What follows belongs to an exercise in optimizing a design on an open flow for small area, a short achievable clock period and few clock cycles per item; a production flow would make more cautious choices. RTL that was checked went through simulation tests only; none was proved equivalent to the original.

==> flow/design.v (excerpt) <==
module oncore_crc (
    input  wire        clk,
    input  wire        rst_n,        
    input  wire [1:0]  cmd,          
    input  wire [4:0]  cmd_order,    
    input  wire [15:0] cmd_poly,     
    input  wire [15:0] cmd_init,     
    input  wire [7:0]  cmd_data,     
    output wire        cmd_ready,
    output wire        res_valid,
    output wire [15:0] res
);
==> flow/config.mk <==
export PLATFORM = sky130hd
export DESIGN_NAME = oncore_crc
export DESIGN_NICKNAME = oncore_crc
export VERILOG_FILES = /design/flow/design.v
export SDC_FILE = /design/flow/constraint.sdc
export NUM_CORES = 4
export LEC_CHECK = 0
export CAP_MARGIN = 20
export CORE_MARGIN = 2
export CORE_UTILIZATION = 60
export CTS_BUF_LIST = sky130_fd_sc_hd__clkbuf_8
export SETUP_SLACK_MARGIN = 3.25
export SLEW_MARGIN = 20
==> flow/constraint.sdc <==
create_clock -name core_clock -period 6.0 [get_ports {clk}]
set_input_delay 1.2000 -clock core_clock [delete_from_list [all_inputs] [get_ports {clk}]]
set_output_delay 1.2000 -clock core_clock [all_outputs]
set_load 0.01 [all_outputs]
standard.sh (not shown) runs the stock make flow with config.mk's settings and CLKGATE_MAP_FILE= SYNTH_SCRIPT=/design/flow/synth_recipe.tcl, a recipe that flattens the netlist after the stock synthesis.
==> flow/flow/run.sh <==
#!/bin/bash
# Standard layout, but the port buffers that global placement inserts use
# buf_1 instead of the slow clkdlybuf4s50_1 that buffer_ports picks by itself.
set -euo pipefail
export BUFFER_PORTS_ARGS="-buffer_cell sky130_fd_sc_hd__buf_1"
bash standard.sh > standard.log 2>&1
Testbench counts at the start, summed over its fixed seeds: cycles 35,351, bytes 32,800.
==> next run, changes <==
Settings changed: CORE_UTILIZATION 60 to 40.
After rerunning:
- The new run ran to the end with no violations
- hold slack is worse by 23 ps
- non-clock buffer count went up by 4
- cell area went up slightly

---

Another version of the RTL of oncore_crc (not shown whole).
Size: ~670 cells after synthesis, roughly 67 I/O pins, ~0.0056 mm2 of cells after synthesis.
Settings: LEC_CHECK=0, CAP_MARGIN=20, CORE_MARGIN=2, CORE_UTILIZATION=40, CTS_BUF_LIST=sky130_fd_sc_hd__clkbuf_8, SETUP_SLACK_MARGIN=3.25, SLEW_MARGIN=20; clock period 6.0 ns.
Scripts as last shown in full above: flow/flow/run.sh
Testbench counts at the start, summed over its fixed seeds: cycles 35,351, bytes 32,800.
Change:
Settings changed: SETUP_SLACK_MARGIN 3.25 to 3.5.
Result: Wire length rises by 2.0%. Sequential share of layout area falls by 1.3 points. Count of clock-buffer cells in the layout is unchanged.
Change:
Settings changed: SETUP_SLACK_MARGIN 3.5 to 3.4.
Result: The changed run went through all stages and came out clean; setup slack loses 79 ps; hold slack loses 40 ps; die area is unchanged.

---

try-sierra:
oncore_crc with an RTL version that a note above also has.
Size: ~710 cells after synthesis, roughly 74 flip-flops, about 67 I/O pins.
==> flow/config.mk <==
export PLATFORM = sky130hd
export DESIGN_NAME = oncore_crc
export DESIGN_NICKNAME = oncore_crc
export VERILOG_FILES = /design/flow/design.v
export SDC_FILE = /design/flow/constraint.sdc
export NUM_CORES = 4
export LEC_CHECK = 0
export CAP_MARGIN = 20
export CORE_MARGIN = 2
export CORE_UTILIZATION = 40
export SETUP_SLACK_MARGIN = 3
export SLEW_MARGIN = 20
==> flow/constraint.sdc <==
create_clock -name core_clock -period 6.0 [get_ports {clk}]
set_input_delay 1.2000 -clock core_clock [delete_from_list [all_inputs] [get_ports {clk}]]
set_output_delay 1.2000 -clock core_clock [all_outputs]
set_load 0.01 [all_outputs]
==> flow/flow/run.sh <==
#!/bin/bash
# Standard layout, but the port buffers that global placement inserts use
# buf_2 instead of the slow clkdlybuf4s50_1 that buffer_ports picks by itself.
set -euo pipefail
export BUFFER_PORTS_ARGS="-buffer_cell sky130_fd_sc_hd__buf_2"
bash standard.sh > standard.log 2>&1
Testbench counts of try-sierra, summed over its fixed seeds: cycles 35,351, bytes 32,800.
[inputs] try-harbor vs try-sierra
Settings: putting CTS_BUF_LIST at sky130_fd_sc_hd__clkbuf_8 where nothing was set; swapping 3 for 3.5 in SETUP_SLACK_MARGIN.
==> flow/flow/run.sh <==
#!/bin/bash
# Standard layout, but the port buffers that global placement inserts use
# buf_1 instead of the slow clkdlybuf4s50_1 that buffer_ports picks by itself.
set -euo pipefail
export BUFFER_PORTS_ARGS="-buffer_cell sky130_fd_sc_hd__buf_1"
bash standard.sh > standard.log 2>&1
[summary]
- try-harbor ended with every stage complete and zero timing, DRC or antenna violations.
- Taking try-harbor over try-sierra, the non-clock buffer instance count of the final layout ratio works out to 2.1.
- Comparing try-sierra and try-harbor, the lower critical path arrival was measured on try-harbor.
- Taking try-harbor over try-sierra, the via count ratio works out to 1.14.
- Going from try-sierra to try-harbor, total non-filler cell area in the finished layout moved up; final critical-path share of the clock period moved down.
- Critical path startpoint = cmd_order[1]: try-sierra; critical path startpoint = crc[12]$_DFF_P_: try-harbor
- Higher wire length of the first global-routing pass was reported by try-harbor, not try-sierra.
- Taking try-sierra as the reference, in try-harbor worst setup slack before clock tree synthesis rose 0.11 ns, number of buffer and inverter instances along the worst setup path rose 1.

---

The RTL this note starts from:
==> flow/design.v <==
module oncore_crc (
    input  wire        clk,
    input  wire        rst_n,        
    input  wire [1:0]  cmd,          
    input  wire [4:0]  cmd_order,    
    input  wire [15:0] cmd_poly,     
    input  wire [15:0] cmd_init,     
    input  wire [7:0]  cmd_data,     
    output wire        cmd_ready,
    output wire        res_valid,
    output wire [15:0] res
);
    localparam [1:0] CMD_START  = 2'd1;
    localparam [1:0] CMD_BYTE   = 2'd2;
    localparam [1:0] CMD_FINISH = 2'd3;
    reg [15:0] crc;          
    reg [15:0] poly;         
    reg [6:0]  q;            
    reg [3:0]  sh;           
    reg [7:0]  data;
    reg        data_v;
    reg [15:0] rsh;
    reg [3:0]  rcnt;         
    reg        rbusy;
    reg        fin_r;        
    wire rfree = !rbusy || (rcnt == 4'd0);
    wire rload = fin_r && rfree;
    assign cmd_ready = !fin_r || rfree;
    assign res_valid = rbusy && (rcnt == 4'd0);
    assign res       = rsh;
    wire       start  = (cmd == CMD_START);
    wire [3:0] sh_new = 4'd0 - cmd_order[3:0];
    wire [3:0] sel = ~cmd_order[3:0] & {4{~cmd_order[4]}};
    wire [15:0] init_z = cmd_order[4] ? cmd_init : {cmd_init[14:0], 1'b0};
    wire [15:0] poly_z = cmd_order[4] ? cmd_poly : {cmd_poly[14:0], 1'b0};
    wire [15:0] crc_init = init_z << sel;
    reg [7:0] qn;
    integer m, j;
    always @* begin
        qn = 8'd1;
        for (m = 1; m < 8; m = m + 1) begin
            qn[m] = 1'b0;
            for (j = 1; j <= m; j = j + 1)
                qn[m] = qn[m] ^ (poly[16-j] & qn[m-j]);
        end
    end
    wire [15:0] crc_next;
    oncore_crc_byte u_byte (.crc(crc), .data(data), .poly(poly), .q(q), .crc_next(crc_next));
    always @(posedge clk) begin
        data   <= cmd_data;
        data_v <= (cmd == CMD_BYTE);
        q      <= qn[7:1];
        crc <= ({16{start}} & crc_init) | ({16{data_v}} & crc_next)
             | ({16{!start && !data_v}} & crc);
        if (start) begin
            poly <= poly_z << sel;
            sh   <= sh_new;
        end
        rsh  <= rload ? crc : {1'b0, rsh[15:1]};
        rcnt <= rload ? sh : rcnt - 4'd1;
        if (!rst_n) begin
            rbusy <= 1'b0;
            fin_r <= 1'b0;
        end else begin
            rbusy <= rload || (rbusy && rcnt != 4'd0);
            fin_r <= (fin_r && !rfree) || (cmd == CMD_FINISH && cmd_ready);
        end
    end
endmodule
module oncore_crc_byte (
    input  wire [15:0] crc,
    input  wire [7:0]  data,
    input  wire [15:0] poly,
    input  wire [6:0]  q,
    output reg  [15:0] crc_next
);
    reg [7:0] d, fb;
    integer i, k;
    always @* begin
        for (i = 0; i < 8; i = i + 1)
            d[i] = crc[15-i] ^ data[7-i];
        for (i = 0; i < 8; i = i + 1) begin
            fb[i] = d[i];
            for (k = 0; k < i; k = k + 1)
                fb[i] = fb[i] ^ (q[i-k-1] & d[k]);
        end
        crc_next = crc << 8;
        for (k = 0; k < 8; k = k + 1)
            crc_next = crc_next ^ ({16{fb[k]}} & (poly << (7-k)));
    end
endmodule
==> flow/config.mk <==
export PLATFORM = sky130hd
export DESIGN_NAME = oncore_crc
export DESIGN_NICKNAME = oncore_crc
export VERILOG_FILES = /design/flow/design.v
export SDC_FILE = /design/flow/constraint.sdc
export NUM_CORES = 4
export LEC_CHECK = 0
export CAP_MARGIN = 20
export CORE_MARGIN = 2
export CORE_UTILIZATION = 40
export SETUP_SLACK_MARGIN = 3.5
export SLEW_MARGIN = 20
==> flow/constraint.sdc <==
create_clock -name core_clock -period 6.0 [get_ports {clk}]
set_input_delay 1.2000 -clock core_clock [delete_from_list [all_inputs] [get_ports {clk}]]
set_output_delay 1.2000 -clock core_clock [all_outputs]
set_load 0.01 [all_outputs]
==> flow/flow/run.sh <==
#!/bin/bash
# Standard layout, but the port buffers that global placement inserts use
# buf_2 instead of the slow clkdlybuf4s50_1 that buffer_ports picks by itself.
set -euo pipefail
export BUFFER_PORTS_ARGS="-buffer_cell sky130_fd_sc_hd__buf_2"
bash standard.sh > standard.log 2>&1
The first run ran to the end with no violations.
Next try:
SETUP_SLACK_MARGIN = 3   (was 3.5)
The new run completed with no timing, DRC or antenna violations.
Maximum frequency came out lower by 4.5%.
Critical path depth stays the same.
Final area falls by 13%.
Register-to-register slack loses 0.13 ns.
Worst setup slack degrades by 0.13 ns.
First-iteration DRC count is higher by 0.91%.
Global-route usage goes down by 2.0 points.
Sequential share of layout area rises by 2.7 points.
Worst hold slack barely changes.
No run of this note included a check of the RTL's function; only the layout flow was run.

---

== alpha ==
Another version of the RTL of oncore_crc (not shown whole).
Size in the first run: about 74 flip-flops, about 6300 um2 of cells after synthesis.
==> flow/config.mk <==
export PLATFORM = sky130hd
export DESIGN_NAME = oncore_crc
export DESIGN_NICKNAME = oncore_crc
export VERILOG_FILES = /design/flow/design.v
export SDC_FILE = /design/flow/constraint.sdc
export NUM_CORES = 4
export LEC_CHECK = 0
export CAP_MARGIN = 20
export CORE_MARGIN = 2
export CORE_UTILIZATION = 40
export SETUP_SLACK_MARGIN = 3
export SLEW_MARGIN = 20
==> flow/constraint.sdc <==
create_clock -name core_clock -period 6.0 [get_ports {clk}]
set_input_delay 1.2000 -clock core_clock [delete_from_list [all_inputs] [get_ports {clk}]]
set_output_delay 1.2000 -clock core_clock [all_outputs]
set_load 0.01 [all_outputs]
Scripts as last shown in full above: flow/flow/run.sh
alpha completed end to end with timing, DRC and antenna clean.
Changes in beta relative to alpha:
Settings: CTS_BUF_LIST: unset -> sky130_fd_sc_hd__clkbuf_4 sky130_fd_sc_hd__clkbuf_8; CORE_UTILIZATION: 40 -> 65.
==> flow/run.sh (new file) <==
#!/bin/bash
# synth_recipe.tcl (not shown) runs the flow's synth.tcl, then flattens the netlist and writes it again
# the make line also repeats each setting of config.mk as NAME=value (left out here)
make -C /OpenROAD-flow-scripts/flow DESIGN_CONFIG=/design/flow/config.mk WORK_HOME=/design/flow/orfs CLKGATE_MAP_FILE= SYNTH_SCRIPT=/design/flow/synth_recipe.tcl finish
removed: flow/flow/run.sh
removed: flow/standard.sh
## What came out
- Worst setup slack on beta is down relative to alpha.
Function was not checked in any run of this note: the RTL went through the layout flow alone.

==> port drivers added, routing unchanged <==
No port has a modelled driver above. Below, the same layouts with a new extraction and two added sets of constraints. Step 1 (the two cells are an assumption about what drives the block):
set clk [get_ports {clk}]
set_driving_cell -lib_cell sky130_fd_sc_hd__clkbuf_16 $clk
set_driving_cell -lib_cell sky130_fd_sc_hd__buf_2 [delete_from_list [all_inputs] $clk]
Step 2 moves the port delays by t, midway between the first and last clock arrival at a register: inputs arrive t later, outputs are due t later. That takes back most of the time a late clock gives input paths. a / b / c = ideal / step 1 / step 2; a / b = the first two.
| run | t (ns) | setup slack, ns | worst setup path at the end | cell pins on the clock port's net |
|---|---|---|---|---|
| the first run of note 1 | 0.390 | 3.285 / 3.285 / 2.899 | input to register | 1 |
| the second run of note 1 | 0.412 | 3.309 / 3.272 / 2.860 | input to register | 1 |
| the first run of note 2 | 0.399 | 3.320 / 3.299 / 2.901 | input to register | 1 |
| the second run of note 2 | 0.402 | 3.469 / 3.354 / 2.952 | input to register | 1 |
| the third run of note 2 | 0.386 | 3.390 / 3.267 / 2.881 | input to register | 1 |
| try-sierra | 0.378 | 3.108 / 3.123 / 2.746 | input to register | 1 |
| try-harbor | 0.402 | 3.360 / 3.349 / 2.947 | input to register | 1 |
| the first run of note 4 | 0.383 | 3.215 / 3.215 / 3.028 | input to register | 1 |
| the second run of note 4 | 0.381 | 3.085 / 3.085 / 2.787 | input to register | 1 |
| alpha | 0.383 | 3.040 / 3.040 / 2.811 | input to register | 1 |
| beta | 0.373 | 2.803 / 2.803 / 2.681 | input to register | 1 |
After both steps every run listed still meets setup and hold. For the second run of note 2, which loses most, drivers alone change the setup slack by -0.115 ns; drivers and shift together by -0.517 ns.
